Source: an optimization exercise on an open RTL-to-GDS flow (aim: small area, a short achievable clock period and few clock cycles per item). Production flows keep margins and buffers that such runs may drop. The RTL was checked by simulation tests, not by an equivalence proof against the original design. No activity file was given, so power comes from the tool's default toggle rates.

==> flow/design.v <==
module qprs_gf_mul (
    input  wire [7:0] a,
    input  wire [7:0] b,
    output wire [7:0] p
);
    wire [7:0] r [0:8];
    assign r[0] = 8'h00;
    genvar i;
    generate
        for (i = 0; i < 8; i = i + 1) begin : g_step
            wire [7:0] dbl = {r[i][6:0], 1'b0} ^ (r[i][7] ? 8'h1D : 8'h00);
            assign r[i+1] = dbl ^ (b[7-i] ? a : 8'h00);
        end
    endgenerate
    assign p = r[8];
endmodule
module qprs_gen_rom (
    input  wire [4:0]   e,
    output wire [239:0] g
);
    assign g =
        ({240{e == 5'd1}} & 240'h000000000000000000000000000000000000000000000000000000000001) |
        ({240{e == 5'd2}} & 240'h000000000000000000000000000000000000000000000000000000000203) |
        ({240{e == 5'd3}} & 240'h000000000000000000000000000000000000000000000000000000080e07) |
        ({240{e == 5'd4}} & 240'h00000000000000000000000000000000000000000000000000004078360f) |
        ({240{e == 5'd5}} & 240'h0000000000000000000000000000000000000000000000000074933fc61f) |
        ({240{e == 5'd6}} & 240'h00000000000000000000000000000000000000000000000026e320da013f) |
        ({240{e == 5'd7}} & 240'h000000000000000000000000000000000000000000000075440ba49a7a7f) |
        ({240{e == 5'd8}} & 240'h0000000000000000000000000000000000000000000018c8adef36510bff) |
        ({240{e == 5'd9}} & 240'h00000000000000000000000000000000000000000025c5e8a4ebf59ecfe2) |
        ({240{e == 5'd10}} & 240'h0000000000000000000000000000000000000000c19d715f5ec76f9fc2d8) |
        ({240{e == 5'd11}} & 240'h00000000000000000000000000000000000000a07490f8a2db7b32a382ac) |
        ({240{e == 5'd12}} & 240'h00000000000000000000000000000000000061d57f5c54071fdc76437744) |
        ({240{e == 5'd13}} & 240'h00000000000000000000000000000000007884532b2e0d3411b111e34989) |
        ({240{e == 5'd14}} & 240'h00000000000000000000000000000000a3ead2a67fc39e2b97ae4672360e) |
        ({240{e == 5'd15}} & 240'h0000000000000000000000000000001a862097848b69690a4a70a36fc41d) |
        ({240{e == 5'd16}} & 240'h00000000000000000000000000003b243262e52941a3081ed144bd680d3b) |
        ({240{e == 5'd17}} & 240'h000000000000000000000000004f637d3555868f29f953c5167778534277) |
        ({240{e == 5'd18}} & 240'h00000000000000000000000092d943204bad5249dcf0d7c7af9571b7fbef) |
        ({240{e == 5'd19}} & 240'h0000000000000000000000b3ac218aad6d9285ee735598bbdf14921a08c2) |
        ({240{e == 5'd20}} & 240'h00000000000000000000aea57979c6e416bb24459670dc06636f05f0b998) |
        ({240{e == 5'd21}} & 240'h00000000000000000059ff528eec25f49e527c591cd643c28431830df32c) |
        ({240{e == 5'd22}} & 240'h0000000000000000f5911ae6da56fd437b1d891c2845bd13f4b6b083b359) |
        ({240{e == 5'd23}} & 240'h0000000000000047295d78028212c6711bc40313551998be888ca39a44b3) |
        ({240{e == 5'd24}} & 240'h0000000000007590d97ff7ed01ce2b3d488249e5967366d8edb246a9767a) |
        ({240{e == 5'd25}} & 240'h0000000000c1adab177de262a87e86518b6150385226d2cd06d735e431f5) |
        ({240{e == 5'd26}} & 240'h000000005e2b4d92904644872ae975d1289118ce384d98c7628804b733f6) |
        ({240{e == 5'd27}} & 240'h000000d9a49806d519c3717b66caa92169c1865e8b3a30967590911d3df0) |
        ({240{e == 5'd28}} & 240'h0000c53a4ab0937964b57fe9777538f70ca72964ae6796d0fb120d1c09fc) |
        ({240{e == 5'd29}} & 240'h00aa8f846c99bf703ac95255fb0f1857ff58204f8f36d95056aa30c4c1e4) |
        ({240{e == 5'd30}} & 240'h96826a0bc3d84ae42e121948f6b5338ad916b1674605624bc0c3494df6d4);
endmodule
module qprs_rs (
    input  wire        clk,
    input  wire        rst,
    input  wire        cmd_valid,
    output wire        cmd_ready,
    input  wire [15:0] cmd_k,
    input  wire [7:0]  cmd_e,
    input  wire        in_valid,
    output wire        in_ready,
    input  wire [7:0]  in_data,
    output wire        out_valid,
    input  wire        out_ready,
    output wire [7:0]  out_data,
    output wire        out_last,
    output wire        out_err
);
    localparam MAX_EC = 30;
    reg        nq_valid;
    reg  [7:0] nq_k;
    reg  [4:0] nq_e;
    reg        nq_bad;      
    assign cmd_ready = !nq_valid;
    wire cmd_fire = cmd_valid && !nq_valid;
    wire cmd_bad = (cmd_e == 8'd0) || (cmd_e > MAX_EC) ||
                   (cmd_k[15:8] != 8'd0) || (cmd_k[7:0] == 8'd0);
    wire [8:0] nq_sum = {1'b0, nq_k} + {4'd0, nq_e};
    wire nq_ok = !nq_bad && !nq_sum[8];
    reg        cur_active;   
    reg        cur_err;      
    reg        cur_first;    
    reg  [7:0] kcnt;         
    reg  [4:0] cur_e;
    reg        d_valid;
    reg        d_first;
    reg        d_last;
    reg  [4:0] d_e;
    reg  [7:0] d_data;
    reg        pend;
    reg        pend_err;
    reg  [4:0] pend_e;
    reg  [7:0] obuf [0:MAX_EC-1];
    reg  [4:0] ocnt;
    reg        oerr;
    wire load    = pend && (ocnt == 5'd0);
    wire proc_go = d_valid && !(d_first && pend && !load);
    assign in_ready = cur_active && (!d_valid || proc_go);
    wire in_fire  = in_valid && in_ready;
    wire cur_done = in_fire && (kcnt == 8'd1);
    wire cur_free = (!cur_active && !cur_err) || cur_done;
    wire take     = cur_free && nq_valid;
    wire err_move = cur_err && !d_valid && !pend;
    assign out_valid = (ocnt != 5'd0);
    assign out_data  = obuf[0];
    assign out_last  = (ocnt == 5'd1);
    assign out_err   = oerr;
    wire out_fire = out_valid && out_ready;
    always @(posedge clk) begin
        if (rst) begin
            nq_valid   <= 1'b0;
            cur_active <= 1'b0;
            cur_err    <= 1'b0;
            d_valid    <= 1'b0;
            pend       <= 1'b0;
            ocnt       <= 5'd0;
        end else begin
            if (take)
                nq_valid <= 1'b0;
            else if (cmd_fire)
                nq_valid <= 1'b1;
            if (take) begin
                cur_active <= nq_ok;
                cur_err    <= !nq_ok;
            end else begin
                if (cur_done) cur_active <= 1'b0;
                if (err_move) cur_err <= 1'b0;
            end
            if (in_fire)
                d_valid <= 1'b1;
            else if (proc_go)
                d_valid <= 1'b0;
            if ((proc_go && d_last) || err_move)
                pend <= 1'b1;
            else if (load)
                pend <= 1'b0;
            if (load)
                ocnt <= pend_err ? 5'd1 : pend_e;
            else if (out_fire)
                ocnt <= ocnt - 5'd1;
        end
    end
    always @(posedge clk) begin
        if (cmd_fire) begin
            nq_k   <= cmd_k[7:0];
            nq_e   <= cmd_e[4:0];
            nq_bad <= cmd_bad;
        end
        if (take) begin
            kcnt      <= nq_k;
            cur_e     <= nq_e;
            cur_first <= 1'b1;
        end else if (in_fire) begin
            kcnt      <= kcnt - 8'd1;
            cur_first <= 1'b0;
        end
        if (in_fire) begin
            d_data  <= in_data;
            d_first <= cur_first;
            d_last  <= (kcnt == 8'd1);
            d_e     <= cur_e;
        end
        if (proc_go && d_last) begin
            pend_err <= 1'b0;
            pend_e   <= d_e;
        end else if (err_move) begin
            pend_err <= 1'b1;
        end
        if (load)
            oerr <= pend_err;
    end
    wire [239:0] gen;
    qprs_gen_rom u_rom (.e(d_e), .g(gen));
    reg  [7:0] rem [0:MAX_EC-1];    
    wire [7:0] fb = d_data ^ (d_first ? 8'h00 : rem[0]);
    wire [7:0] bm [0:7];
    assign bm[0] = fb;
    genvar i, j;
    generate
        for (i = 1; i < 8; i = i + 1) begin : g_b
            assign bm[i] = {bm[i-1][6:0], 1'b0} ^ (bm[i-1][7] ? 8'h1D : 8'h00);
        end
    endgenerate
    wire [7:0] prod [0:MAX_EC-1];
    generate
        for (j = 0; j < MAX_EC; j = j + 1) begin : g_tap
            wire [7:0] gj = gen[8*j +: 8];
            assign prod[j] = (gj[0] ? bm[0] : 8'h00) ^ (gj[1] ? bm[1] : 8'h00) ^
                             (gj[2] ? bm[2] : 8'h00) ^ (gj[3] ? bm[3] : 8'h00) ^
                             (gj[4] ? bm[4] : 8'h00) ^ (gj[5] ? bm[5] : 8'h00) ^
                             (gj[6] ? bm[6] : 8'h00) ^ (gj[7] ? bm[7] : 8'h00);
        end
    endgenerate
    integer n;
    always @(posedge clk) begin
        if (proc_go) begin
            for (n = 0; n < MAX_EC - 1; n = n + 1)
                rem[n] <= (d_first ? 8'h00 : rem[n+1]) ^ prod[n];
            rem[MAX_EC-1] <= prod[MAX_EC-1];
        end
    end
    always @(posedge clk) begin
        if (load) begin
            obuf[0] <= pend_err ? 8'h03 : rem[0];
            for (n = 1; n < MAX_EC; n = n + 1)
                obuf[n] <= rem[n];
        end else if (out_fire) begin
            for (n = 0; n < MAX_EC - 1; n = n + 1)
                obuf[n] <= obuf[n+1];
        end
    end
endmodule
==> flow/run.sh <==
#!/bin/bash
# synth_recipe.tcl (not shown) runs the flow's synth.tcl, then flattens the netlist and writes it again
# the make line also repeats each setting of config.mk as NAME=value (left out here)
make -C /OpenROAD-flow-scripts/flow DESIGN_CONFIG=/design/flow/config.mk WORK_HOME=/design/flow/orfs CLKGATE_MAP_FILE= SYNTH_SCRIPT=/design/flow/synth_recipe.tcl finish
==> flow/config.mk <==
export PLATFORM = sky130hd
export DESIGN_NAME = qprs_rs
export DESIGN_NICKNAME = qprs_rs
export VERILOG_FILES = /design/flow/design.v
export SDC_FILE = /design/flow/constraint.sdc
export NUM_CORES = 4
export LEC_CHECK = 0
export CAP_MARGIN = 20
export CORE_MARGIN = 2
export CORE_UTILIZATION = 40
export SLEW_MARGIN = 20
==> flow/constraint.sdc <==
create_clock -name core_clock -period 8.0 [get_ports {clk}]
set_input_delay 1.6000 -clock core_clock [delete_from_list [all_inputs] [get_ports {clk}]]
set_output_delay 1.6000 -clock core_clock [all_outputs]
set_load 0.01 [all_outputs]
==> impl_metrics.ini <==
[grt]
grt_use_total_pct = 35.4
globalRouteOverflowTotal = 0
grt_max_degree = 146
grt_pass1_wl_um = 340000
grt_pass1_vias = 46700
antenna_found_initial = 8

[worst_hold_path]
hp-start = cur_e[2]
hold_class = reg2reg

[power]
leakage_nw = 20.1
ir_worst_vdd_v = 0.000231
powerDensity_mw_per_mm2 = 162

[placed_design]
dpl_cell_area_mm2 = 0.0544
place_congestion = 1.05
dp_hpwl_um = 155000
port_buffers = 49

[outcome]
run_status = complete, no violations

[floorplan]
io_pins = 50
fp.dieArea_mm2 = 0.133
num_rows = 132
die_w_um = 365
die_h_um = 365
start_util_pct = 40.2
core_area_mm2 = 0.129

[detailed_routing]
vias = 49300
drt_iter0_drc = 7369
vias_per_cell = 6.02
antenna_left = 0
route.detailed.drc = 0
routed_wl_um = 241000
wl_per_cell_um = 29.4
drtPass1Iterations = 9

[timing]
slew_viol_final = 0
finalSetupViolCount = 0
tightestPinTransition_ns = 1.26
slew_headroom_pct = 15.1
fmax_mhz = 202
finalHoldViolations = 0
finalCritPeriodShare_pct = 62.0
min_period_ns = 4.96
clock_skew_ns = 0.0666
rsz0062_at_grt = false
tns_ns = 0

[synth]
yosys.area.top_type = edfxtp_1
synth_cells = 6584
synthTopCellsByArea = edfxtp_1 (30%), xnor2_1 (22%), nand2_1 (11%), nor2_1 (7.2%), xor2_1 (3.9%)
yosysUniqueCellTypes = 101
seq_area_frac_synth_pct = 30.9
dominantRegCellSynth = edfxtp_1
synth_fp_nets = 6629
async_flop_share_pct = 0
yosys_warnings = 3
synth_area_mm2 = 0.0520
synth_edf_count = 528
synth_top_area_share_pct = 30.5
synth.avg_cell_area_um2 = 7.90
ys_ff_latch = 540

[clock_tree]
cts-root-buf = clkbuf_16
htree_levels = 3
clk_latency_ns = 0.74
clkTransAtPathRegs_ns = 0.06
cts_buffers = 68
cts_max_path_buffers = 3
cts_tree = built
postCtsHoldBufs = 0
ctsResizeCount = 0
cts_setup_buffers = 0
clock-sinks = 540

[critical_path]
worstPathRequired_ns = 8.47
r2r-start = d_first
cp_num_buf_inv = 3
critPathKind = reg2reg
rr_endpoint = rem[22][4]
ff2ff_setup_slack_ns = 3.04
crit_chain = buf_12, inv_4, a21oi_1, o211ai_1, nand2_2, buf_4, nand2_1, xnor3_1, xnor2_1, xnor2_1
cp_common_cell = xnor2_1
crit_family = buffers and inverters
reg2regPathDepth = 10
worst-path-stages = 10
worst_setup_path_end_kind = flop
cp_slowest_cell = nand2_2
startpoint = d_first
cp_max_fo = 102
setup.worst_path.end = rem[22][4]
critical_path_arrival_ns = 5.43
start_kind = flop
cpPeakStageDelay_ns = 0.85

[job]
cap_violations = 0

[finish]
area_growth_pct = 8.89
postLayoutCellArea_mm2 = 0.0567
fill_cells = 12800
layout.nets = 6432
drive_gt1_share_pct = 6.68
==> cells in the mapped netlist (18+ instances only) <==
| library cell | instances |
|---|---|
| edfxtp_1 | 528 |
| a31oi_1 | 18 |
| xnor3_1 | 76 |
| xnor2_1 | 1335 |
| o21ai_0 | 235 |
| nor3_1 | 41 |
| a22oi_1 | 25 |
| a211oi_1 | 18 |
| and2_1 | 24 |
| buf_2 | 156 |
| o21ai_1 | 30 |
| nand3_1 | 49 |
| buf_1 | 40 |
| o22ai_1 | 81 |
| xor2_1 | 233 |
| nor2b_1 | 134 |
| nand2_1 | 1572 |
| or2_2 | 20 |
| a21oi_1 | 244 |
| o211ai_1 | 26 |
| nand2b_1 | 29 |
| nor2_1 | 1000 |
| buf_4 | 32 |
| clkbuf_1 | 273 |
| mux2i_1 | 28 |
==> placed cells by master, fill, tap and decap left out, types with 28 or more instances in the layout <==
cell type / netlist / final
clkbuf_16: 0 / 70
o21ai_0: 235 / 234
nor3_1: 41 / 39
a21oi_1: 244 / 241
xor2_1: 233 / 227
nor2b_1: 134 / 130
xnor3_1: 76 / 70
edfxtp_1: 528 / 528
clkdlybuf4s50_1: 0 / 49
o21ai_1: 30 / 31
xnor2_1: 1335 / 1324
nand2b_1: 29 / 29
o22ai_1: 81 / 81
buf_4: 32 / 175
nand3_1: 49 / 48
nand2_1: 1572 / 1571
mux2i_1: 28 / 28
nor2_1: 1000 / 996
==> metal layers <==
layer  wire length [um]  part of all wire, %  GRT usage, %
met2              97900                   41          50.7
met5                 33                0.014             0
met3              32700                   14          10.9
met1              92500                   38          46.4
met4              17300                  7.2          21.4
==> where the power goes <==
part | switching (mW) | internal (mW) | leakage, nW
combinational | 1.24 | 0.474 | 14.1
sequential | 0.232 | 4.07 | 4.97
clock | 1.39 | 1.76 | 1.06
==> how the worst min path moves through the flow <==
stage	endpoint	depth (start not counted)
CTS	d_e[2]	0
global placement	d_e[4]	0
floorplan	d_e[0]	0
detailed placement	d_e[2]	0
global route	d_e[3]	0
finish	d_e[2]	0
==> registers in the layout, indices dropped and copies added, names as in the netlist <==
register,count
d_e,5
nq_e,5
pend_err,1
nq_k,8
pend,1
cur_active,1
rem,240
d_valid,1
cur_err,1
d_last,1
d_first,1
ocnt,5
nq_bad,1
obuf,240
kcnt,8
pend_e,5
d_data,8
cur_first,1
cur_e,5
oerr,1
nq_valid,1
==> through the flow <==
stage / cells / worst slack, ns / total power, mW / hold slack, ns / utilization [%]
global route: 8179 / 3.02 / 9.50 / 0.424 / 43.8
finish: 8182 / 3.04 / 9.17 / 0.416 / 43.8
CTS: 8178 / 3.19 / 9.19 / 0.418 / 43.8
detailed placement: 8058 / 3.18 / 6.03 / 0.405 / 42.1
global placement: 8055 / 3.15 / 6.01 / 0.404 / 42.1
floorplan: 6584 / 0.526 / 5.25 / 0.400 / -
==> cells by family after synthesis <==
logic type | synth area share, %
buffers and inverters | 4.44
multiplexers | 0.733
AO/OA/AOI/OAI | 9.93
flip-flops | 30.9
AND/OR/NAND/NOR | 23.5
adder cells (fa/ha/maj) | 0.192
XOR/XNOR | 30.3
==> worst reg2reg max path: stages, from the launching register on <==
cell and delay (ns):
edfxtp_1 0.42, buf_12 0.24, inv_4 0.78, a21oi_1 0.25, o211ai_1 0.75, nand2_2 0.85
buf_4 0.56, nand2_1 0.19, xnor3_1 0.34, xnor2_1 0.23, xnor2_1 0.14
==> layout make-up <==
type                    instances  area, um^2  share of cell area [%]
multi-input cells            5522       34100                    60.1
flip-flops and latches        540       16100                    28.4
well taps                    1742        2180                    3.85
repair buffers                239        2070                    3.65
clock buffers                  84        1820                    3.22
clock inverters                36         363                   0.640
inverters                      16        70.1                   0.124
diodes                          3        7.51                  0.0132
Testbench counts, summed over its fixed seeds: cycles 31,159, blocks 695.

[separate check: timing with driven ports]
No port has a modelled driver above. Below, the same layout with a new extraction and two added sets of constraints.
Step 1, drivers: a clkbuf_16 drives clk and a buf_2 each remaining input, both assumed.
Step 2, shift: input delay + t, output delay - t, t = (earliest + latest rising clock arrival at the registers) / 2. This alone moves slack from input paths to output paths.
Three values: ideal, step 1, step 2; two values: the first two.
shift t [ns]: 0.793
setup WS [ns]: 3.039 / 3.039 / 3.039
worst slew at a driven data input, ns: 0.04
After both steps this run still meets setup and hold. The setup slack of this run moves by 0.000 ns with the drivers and by 0.000 ns with both steps.
